This is an optimization exercise on Yosys and OpenROAD, whose aim is small area, a short achievable clock period and few clock cycles, not a production implementation. Only simulation tests tie the RTL to the original design; equivalence was not proved. No activity file was given, so power comes from the tool's default toggle rates.

## v31
==> flow/design.v (excerpt) <==
module jenkins_lookup3_mixer (
    input  wire        clk,
    input  wire        rst,         
    input  wire        cmd_valid,
    output wire        cmd_ready,
    input  wire [35:0] cmd_data,
    output wire        rsp_valid,
    input  wire        rsp_ready,
    output wire [35:0] rsp_data,
    output wire        done
);
    localparam [31:0] GOLDEN = 32'h9e3779b9;
    localparam integer ADD_KIND = 1;    
    localparam [3:0] OP_NOP    = 4'h0;
    localparam [3:0] OP_STARTZ = 4'h1;
    localparam [3:0] OP_STARTN = 4'h2;
    localparam [3:0] OP_PUSHB  = 4'h3;
    localparam [3:0] OP_PUSHW  = 4'h4;
    localparam [3:0] OP_FINISH = 4'h5;
    localparam [3:0] OP_READ   = 4'h6;
    localparam [3:0] OP_STATUS = 4'h7;
    localparam [3:0] OP_CLEAR  = 4'h8;
    localparam [1:0] PH_IDLE   = 2'd0;
    localparam [1:0] PH_ABSORB = 2'd1;
    localparam [1:0] PH_DONE   = 2'd2;
    localparam [1:0] J_START = 2'd0;
    localparam [1:0] J_ABS   = 2'd1;
    localparam [1:0] J_FIN   = 2'd2;
    localparam [1:0] D_ZERO   = 2'd0;
    localparam [1:0] D_READ   = 2'd1;
    localparam [1:0] D_STATUS = 2'd2;
    reg [1:0]  ph_q;
    reg        z_q;
    reg [3:0]  n_q;
    reg [1:0]  err_q;
    reg [23:0] h_q;         
    reg        hold_q;      
    reg        pf_q;        
    reg [1:0]  pfs_q;       
    reg        jv_q;
    reg [1:0]  jt_q;
    reg [31:0] p_q;
    reg        jmix_q;
    reg [1:0]  jst_q;
    reg        en_q;        
    reg        sst_q;       
    reg        sab_q;       
    reg [5:0]  mx_q;        
    reg [6:0]  fn_q;        
    reg        first_q;     
    reg        mixa_q;      
    reg        fina_q;      
    reg [1:0]  rc_q;        
    reg        selp_q, sb0_q, mix_q, fin_q, sub_q;
    reg        sm4_q, sm6_q, sm8_q, sm16_q, sm19_q;
    reg        sf14_q, sf11_q, sf25_q, sf16_q, sf4_q, sf24_q;
    reg        kill_q;      
    reg        xen_q;       
    reg        h2_q;        
    reg        mh_q;        
    reg [31:0] r0, r1, r2;
    reg [1:0]  cnt_q;
    reg [3:0]  q0_q, q1_q;
    reg        stp_q;       
    wire slot_free = !jv_q || first_q;
    wire hold_eff  = hold_q && !fn_q[6];
    assign cmd_ready = slot_free && !hold_eff && !pf_q && (cnt_q != 2'd2) && !stp_q;
    assign rsp_valid = (cnt_q != 2'd0);
    assign done      = (ph_q == PH_DONE);
  ...
clock: 6.0 ns
lec_check: 0
cap_margin: 20
core_margin: 2
core_utilization: 50
place_density: 0.55
setup_slack_margin: 3.5
slew_margin: 20
tns_end_percent: 0
run.sh (not shown) runs the stock make flow with config.mk's settings and CLKGATE_MAP_FILE= SYNTH_SCRIPT=/design/flow/synth_recipe.tcl, a recipe that flattens the netlist after the stock synthesis.
Testbench counts of v31, summed over its fixed seeds: cycles 6,729.
The inputs of v22 differ from those of v31 as listed below.
Settings: CORE_UTILIZATION changed from 50 to 40; TNS_END_PERCENT removed (was 0); CTS_BUF_LIST newly set to sky130_fd_sc_hd__clkbuf_4 sky130_fd_sc_hd__clkbuf_8; SETUP_SLACK_MARGIN changed from 3.5 to 3.0; PLACE_DENSITY changed from 0.55 to 0.45.
v31 reports its cell with the largest stage delay on the worst path as sky130_fd_sc_hd__dfxtp_1 while v22 reports sky130_fd_sc_hd__dfxtp_4. Looking at power after layout across v31 and v22, the one that comes out lower is v31. Relative to v31, maximum single-stage delay on the critical path has decreased by 0.10 ns in v22. Lower global-route wire length before repair was reported by v31, not v22. Total non-filler cell area in the finished layout (v22 / v31): 1.08.
For v39, these inputs were changed with respect to v22:
Settings: swapping 3.0 for 3.5 in SETUP_SLACK_MARGIN; clearing CTS_BUF_LIST, which used to be sky130_fd_sc_hd__clkbuf_4 sky130_fd_sc_hd__clkbuf_8; swapping 0.45 for 0.5 in PLACE_DENSITY; swapping 40 for 45 in CORE_UTILIZATION; putting TNS_END_PERCENT at 0 where nothing was set.
Findings:
- In the tables for v39 and v22, final estimated routing congestion in global placement reads lower with v22.
- Compared with v22, v39 shows a higher period utilization.
- Critical path launch point: r1[25] -> v39, r1[18] -> v22
- v39 vs. v22: initial cell density of the core went up by 5.1 points.
- Summary: total power, v39 better than v22
- Data arrival time at the worst-slack endpoint: v39 vs v22 up 0.06 ns
- v39: average detailed-routed wire length per instance is 6.4% lower than what v22 reported.
- v39 does better than v22 on placed wire-length estimate.
- The more densely filled core belongs to v39, not v22.
- v39 ended with less number of clock buffers in the layout than v22.
- Between v39 and v22, the sequential share of layout area is higher for v39.
- Taking v22 as the reference point, the minimum clock period of v39 rises by 0.10 ns.

static timing again, ports no longer ideal:
How much do the figures lean on ideal ports? The routed layouts below were timed once more, with nothing changed but the port constraints. Step 1, drivers: a clkbuf_16 drives clk and a buf_2 each remaining input, both assumed. Step 2 times the ports against the registers' clock, not the clock port: input delays grow and output delays shrink by t, the midpoint of the rising clock arrivals with the driver on. a / b / c = no drivers / after step 1 / after step 2; a / b = the first two.
run | shift t [ns] | setup WS [ns] | worst slew at a driven data input, ns
v31 | 0.579 | 2.628 / 2.628 / 2.185 | 0.04
v22 | 0.645 | 2.633 / 2.633 / 2.286 | 0.06
v39 | 0.603 | 2.530 / 2.530 / 2.083 | 0.04
After both steps setup and hold are still met in every run listed. For v39, which loses most, drivers alone change the setup slack by 0.000 ns; drivers and shift together by -0.447 ns.
